Source: an optimization exercise on an open RTL-to-GDS flow (aim: small area, a short achievable clock period and few clock cycles). Production flows keep margins and buffers that such runs may drop.
Power figures rest on the tool's default switching activity, not on a simulated workload.

## orange
==> flow/design.v <==
module fww_micro_cpu (
    input  wire        clk,
    input  wire        rst,             
    input  wire        start,           
    input  wire [7:0]  start_mpc,
    input  wire        lit_msb_first,   
    output wire        busy,
    output wire        done,
    output wire [15:0] reg_a,
    output wire [15:0] reg_b,
    output wire [15:0] reg_c,
    output wire [15:0] reg_d,
    output wire [15:0] mdr,
    output wire [11:0] mar,
    output wire [7:0]  mpc,
    output wire        cs_req,
    output wire [7:0]  cs_addr,
    input  wire        cs_ack,
    input  wire [21:0] cs_rdata,
    output wire        mem_req,
    output wire        mem_we,
    output wire [11:0] mem_addr,
    output wire [15:0] mem_wdata,
    input  wire        mem_ack,
    input  wire [15:0] mem_rdata
);
    reg        run_r, done_r;
    reg        cs_pend;            
    reg        cs_dly;             
    reg        f_pend;             
    reg        mem_pend;           
    reg        we_r;               
    reg        wr_after;           
    reg        npc_pend;           
    reg        halt_pend;          
    reg [22:19] lw;                
    reg        l_needf;            
    reg [15:0] op2_r;              
    reg [16:5] fc;                 
    reg [15:0] a_r, b_r, c_r, d_r, mdr_r;
    reg [11:0] mar_r;
    reg [7:0]  mpc_r;
    reg        msb_r;
    wire [22:1] cb = cs_rdata;
    wire rd_pend  = mem_pend & ~we_r;
    wire rd_ack   = mem_ack & ~we_r;
    wire mem_done = ~mem_pend | (mem_ack & (we_r | ~wr_after));
    wire go     = start & ~run_r;
    wire e_go   = run_r & cs_ack & ~f_pend;
    wire halt   = (cs_rdata == 22'd0);
    wire f_go   = f_pend & mem_done & ~(fc[6] & rd_pend);
    wire [4:1] cr = run_r ? cb[4:1] : 4'd0;
    reg [15:0] v2a;
    always @(*) begin
        v2a = 16'd0;
        if (cr[1]) v2a = a_r;
        if (cr[2]) v2a = b_r;
        if (cr[3]) v2a = c_r;
        if (cr[4]) v2a = d_r;
    end
    wire [15:0] v2s = cb[8] ? {v2a[14:0], 1'b0} : v2a;
    wire [22:17] sb = npc_pend ? {lw, 2'b00} : cb[22:17];
    wire [7:0] lit8 = msb_r ? {cb[15], cb[16], cb[17], cb[18], cb[19], cb[20], cb[21], cb[22]}
                            : {cb[8], cb[7], cb[6], cb[5], cb[4], cb[3], cb[2], cb[1]};
    wire [15:0] mdr_f = rd_pend ? mem_rdata : mdr_r;
    wire a_zero = (a_r == 16'd0);
    reg [7:0] v1b;
    always @(*) begin
        v1b = 8'd0;
        if (sb[17]) v1b = 8'd1;
        if (sb[18]) v1b = lit8;
        if (sb[19]) v1b = a_zero ? 8'd1 : 8'd2;
        if (sb[20]) v1b = a_r[15] ? 8'd1 : 8'd2;
        if (sb[21]) v1b = {4'd0, mdr_f[15:12]};
    end
    wire [7:0] npc = v1b + (sb[22] ? mpc_r : 8'd0);
    wire late = cb[21] ? (cb[13] | cb[15] | rd_pend) : ((cb[19] | cb[20]) & cb[9]);
    wire late_go = npc_pend & (~l_needf | ~f_pend) & (~lw[21] | ~rd_pend | mem_ack);
    wire f_wait = cb[6] & rd_pend;
    wire [15:0] v1a = fc[6] ? mdr_r : {15'd0, fc[5]};
    wire [15:0] v1s = fc[8] ? {v1a[14:0], 1'b0} : v1a;
    wire [15:0] v3  = op2_r + (v1s ^ {16{fc[7]}}) + {15'd0, fc[7]};
    assign busy  = run_r;
    assign done  = done_r;
    assign reg_a = a_r;
    assign reg_b = b_r;
    assign reg_c = c_r;
    assign reg_d = d_r;
    assign mdr   = mdr_r;
    assign mar   = mar_r;
    assign mpc   = mpc_r;
    assign cs_req    = cs_pend;
    assign cs_addr   = mpc_r;
    assign mem_req   = mem_pend;
    assign mem_we    = we_r;
    assign mem_addr  = mar_r;
    assign mem_wdata = mdr_r;
    always @(posedge clk) begin
        if (rst) begin
            run_r     <= 1'b0;
            done_r    <= 1'b0;
            cs_pend   <= 1'b0;
            cs_dly    <= 1'b0;
            f_pend    <= 1'b0;
            mem_pend  <= 1'b0;
            npc_pend  <= 1'b0;
            halt_pend <= 1'b0;
        end else if (go) begin
            run_r     <= 1'b1;
            done_r    <= 1'b0;
            cs_pend   <= 1'b1;
            cs_dly    <= 1'b0;
            f_pend    <= 1'b1;
            mem_pend  <= 1'b0;
            npc_pend  <= 1'b0;
            halt_pend <= 1'b0;
        end else if (run_r) begin
            if (mem_ack) begin
                if (~we_r & wr_after) begin
                    we_r     <= 1'b1;
                    wr_after <= 1'b0;
                end else
                    mem_pend <= 1'b0;
            end
            if (f_go) begin
                f_pend <= 1'b0;
                if (fc[15] | fc[16]) begin
                    mem_pend <= 1'b1;
                    we_r     <= ~fc[15];
                    wr_after <= fc[15] & fc[16];
                end
            end
            if (cs_dly) begin
                cs_dly  <= 1'b0;
                cs_pend <= 1'b1;
            end
            if (late_go) begin
                npc_pend <= 1'b0;
                cs_pend  <= 1'b1;
            end
            if (halt_pend & mem_done) begin
                halt_pend <= 1'b0;
                run_r     <= 1'b0;
                done_r    <= 1'b1;
            end
            if (e_go) begin
                if (halt) begin
                    cs_pend <= 1'b0;
                    if (mem_done) begin
                        run_r  <= 1'b0;
                        done_r <= 1'b1;
                    end else
                        halt_pend <= 1'b1;
                end else begin
                    f_pend   <= 1'b1;
                    npc_pend <= late;
                    cs_pend  <= ~late & ~f_wait;
                    cs_dly   <= ~late & f_wait;
                end
            end
        end
    end
    wire rd_only = rd_ack & ~(f_go & fc[13]);
    always @(posedge clk) begin
        if (go | e_go) begin
            op2_r <= v2s;
            fc    <= run_r ? cb[16:5] : 12'b0011_1111_0000;
        end
        if (f_go & fc[9])  a_r <= v3;
        if (f_go & fc[10]) b_r <= v3;
        if (f_go & fc[11]) c_r <= v3;
        if (f_go & fc[12]) d_r <= v3;
        if ((f_go & fc[13]) | rd_ack) mdr_r <= rd_only ? mem_rdata : v3;
        if (f_go & fc[14]) mar_r <= v3[11:0];
        if (go) begin
            mpc_r <= start_mpc;
            msb_r <= lit_msb_first;
        end else if ((e_go & ~halt & ~late) | late_go)
            mpc_r <= npc;
        if (e_go) begin
            lw      <= cb[22:19];
            l_needf <= cb[9] | cb[13] | cb[15];
        end
    end
endmodule
clock: 8.0 ns
lec_check: 0
cap_margin: 20
core_margin: 2
core_utilization: 40
setup_slack_margin: 5
slew_margin: 20
run.sh (not shown) runs the stock make flow with config.mk's settings and CLKGATE_MAP_FILE= SYNTH_SCRIPT=/design/flow/synth_recipe.tcl, a recipe that flattens the netlist after the stock synthesis.
Setup changes, orange to green
-- flow/design.v --
<<< orange, line 60
    end
    wire [15:0] v2s = cb[8] ? {v2a[14:0], 1'b0} : v2a;
    wire [22:17] sb = npc_pend ? {lw, 2'b00} : cb[22:17];
    wire [7:0] lit8 = msb_r ? {cb[15], cb[16], cb[17], cb[18], cb[19], cb[20], cb[21], cb[22]}
                            : {cb[8], cb[7], cb[6], cb[5], cb[4], cb[3], cb[2], cb[1]};
    wire [15:0] mdr_f = rd_pend ? mem_rdata : mdr_r;
    wire a_zero = (a_r == 16'd0);
    reg [7:0] v1b;
    always @(*) begin
        v1b = 8'd0;
        if (sb[17]) v1b = 8'd1;
        if (sb[18]) v1b = lit8;
        if (sb[19]) v1b = a_zero ? 8'd1 : 8'd2;
        if (sb[20]) v1b = a_r[15] ? 8'd1 : 8'd2;
        if (sb[21]) v1b = {4'd0, mdr_f[15:12]};
    end
    wire [7:0] npc = v1b + (sb[22] ? mpc_r : 8'd0);
    wire late = cb[21] ? (cb[13] | cb[15] | rd_pend) : ((cb[19] | cb[20]) & cb[9]);
    wire late_go = npc_pend & (~l_needf | ~f_pend) & (~lw[21] | ~rd_pend | mem_ack);
>>> green, line 60
    end
    wire [15:0] v2s = cb[8] ? {v2a[14:0], 1'b0} : v2a;
    wire [7:0] lit8 = msb_r ? {cb[15], cb[16], cb[17], cb[18], cb[19], cb[20], cb[21], cb[22]}
                            : {cb[8], cb[7], cb[6], cb[5], cb[4], cb[3], cb[2], cb[1]};
    wire [15:0] mdr_f = rd_pend ? mem_rdata : mdr_r;
    wire [7:0] mdr4  = {4'd0, mdr_f[15:12]};
    wire a_zero = (a_r == 16'd0);
    wire [7:0] m1 = mpc_r + 8'd1;
    wire [7:0] m2 = mpc_r + 8'd2;
    wire [7:0] mm = mpc_r + mdr4;
    wire [7:0] ml = mpc_r + lit8;
    wire [7:0] a20 = a_r[15] ? 8'd1 : 8'd2;
    wire [7:0] a19 = a_zero  ? 8'd1 : 8'd2;
    wire [7:0] r20 = a_r[15] ? m1 : m2;
    wire [7:0] r19 = a_zero  ? m1 : m2;
    reg [7:0] npc_e, npc_l;
    always @(*) begin
        if (cb[22]) begin
            npc_e = mpc_r;
            if (cb[17]) npc_e = m1;
            if (cb[18]) npc_e = ml;
            if (cb[19]) npc_e = r19;
            if (cb[20]) npc_e = r20;
            if (cb[21]) npc_e = mm;
        end else begin
            npc_e = 8'd0;
            if (cb[17]) npc_e = 8'd1;
            if (cb[18]) npc_e = lit8;
            if (cb[19]) npc_e = a19;
            if (cb[20]) npc_e = a20;
            if (cb[21]) npc_e = mdr4;
        end
        if (lw[22]) begin
            npc_l = r19;
            if (lw[20]) npc_l = r20;
            if (lw[21]) npc_l = mm;
        end else begin
            npc_l = a19;
            if (lw[20]) npc_l = a20;
            if (lw[21]) npc_l = mdr4;
        end
    end
    wire [7:0] npc = npc_pend ? npc_l : npc_e;
    wire late = cb[21] ? (cb[13] | cb[15] | rd_pend) : ((cb[19] | cb[20]) & cb[9]);
    wire late_go = npc_pend & (~l_needf | ~f_pend) & (~lw[21] | ~rd_pend | mem_ack);
Notes after the runs:
| overall die width | green vs orange | about 7% higher |
Where final instance area is concerned, orange is better than green.
From orange to green the numbers moved as follows: buffering stage count on the worst path with inverters included shrank by 1, reg-to-reg setup timing slack fell by 210 ps.
The power after layout of green is higher than that of orange.
Vias: green more than orange
Against orange, cell row count in green rose by a little under 10%.
Average routed wire per standard cell, green and orange: higher on green
Relative to orange, number of nets in the finished design has increased by 202 in green.
The signed area change from the synthesized netlist to the final layout of green falls short of that of orange by 1.8 points.
Against orange, green reports a measured slew at the worst slew-check pin that is higher.
No functional check of the RTL was part of any run of this note.

afterwards: timing with drivers on the ports:
How much do the figures lean on ideal ports? The routed layouts below were timed once more, with nothing changed but the port constraints.
Step 1 sets driving cells, clkbuf_16 on the clock port and buf_2 on the other inputs (assumed; they add their load-dependent delay and slew).
Step 2, shift: input delay + t, output delay - t, t = (earliest + latest rising clock arrival at the registers) / 2. This alone moves slack from input paths to output paths.
Three values: ideal, step 1, step 2; two values: the first two.
| run | shift t [ns] | slack for setup (ns) | hold WS [ns] | clock arrival spread, ns |
|---|---|---|---|---|
| orange | 0.458 | 4.385 / 4.383 / 3.925 | 0.473 / 0.473 / 0.473 | 0.014 / 0.014 |
| green | 0.472 | 4.509 / 4.509 / 4.111 | 0.483 / 0.483 / 0.483 | 0.010 / 0.010 |
After both steps every run listed still meets setup and hold. The setup slack of orange, which loses most, moves by -0.002 ns with the drivers and by -0.460 ns with both steps.
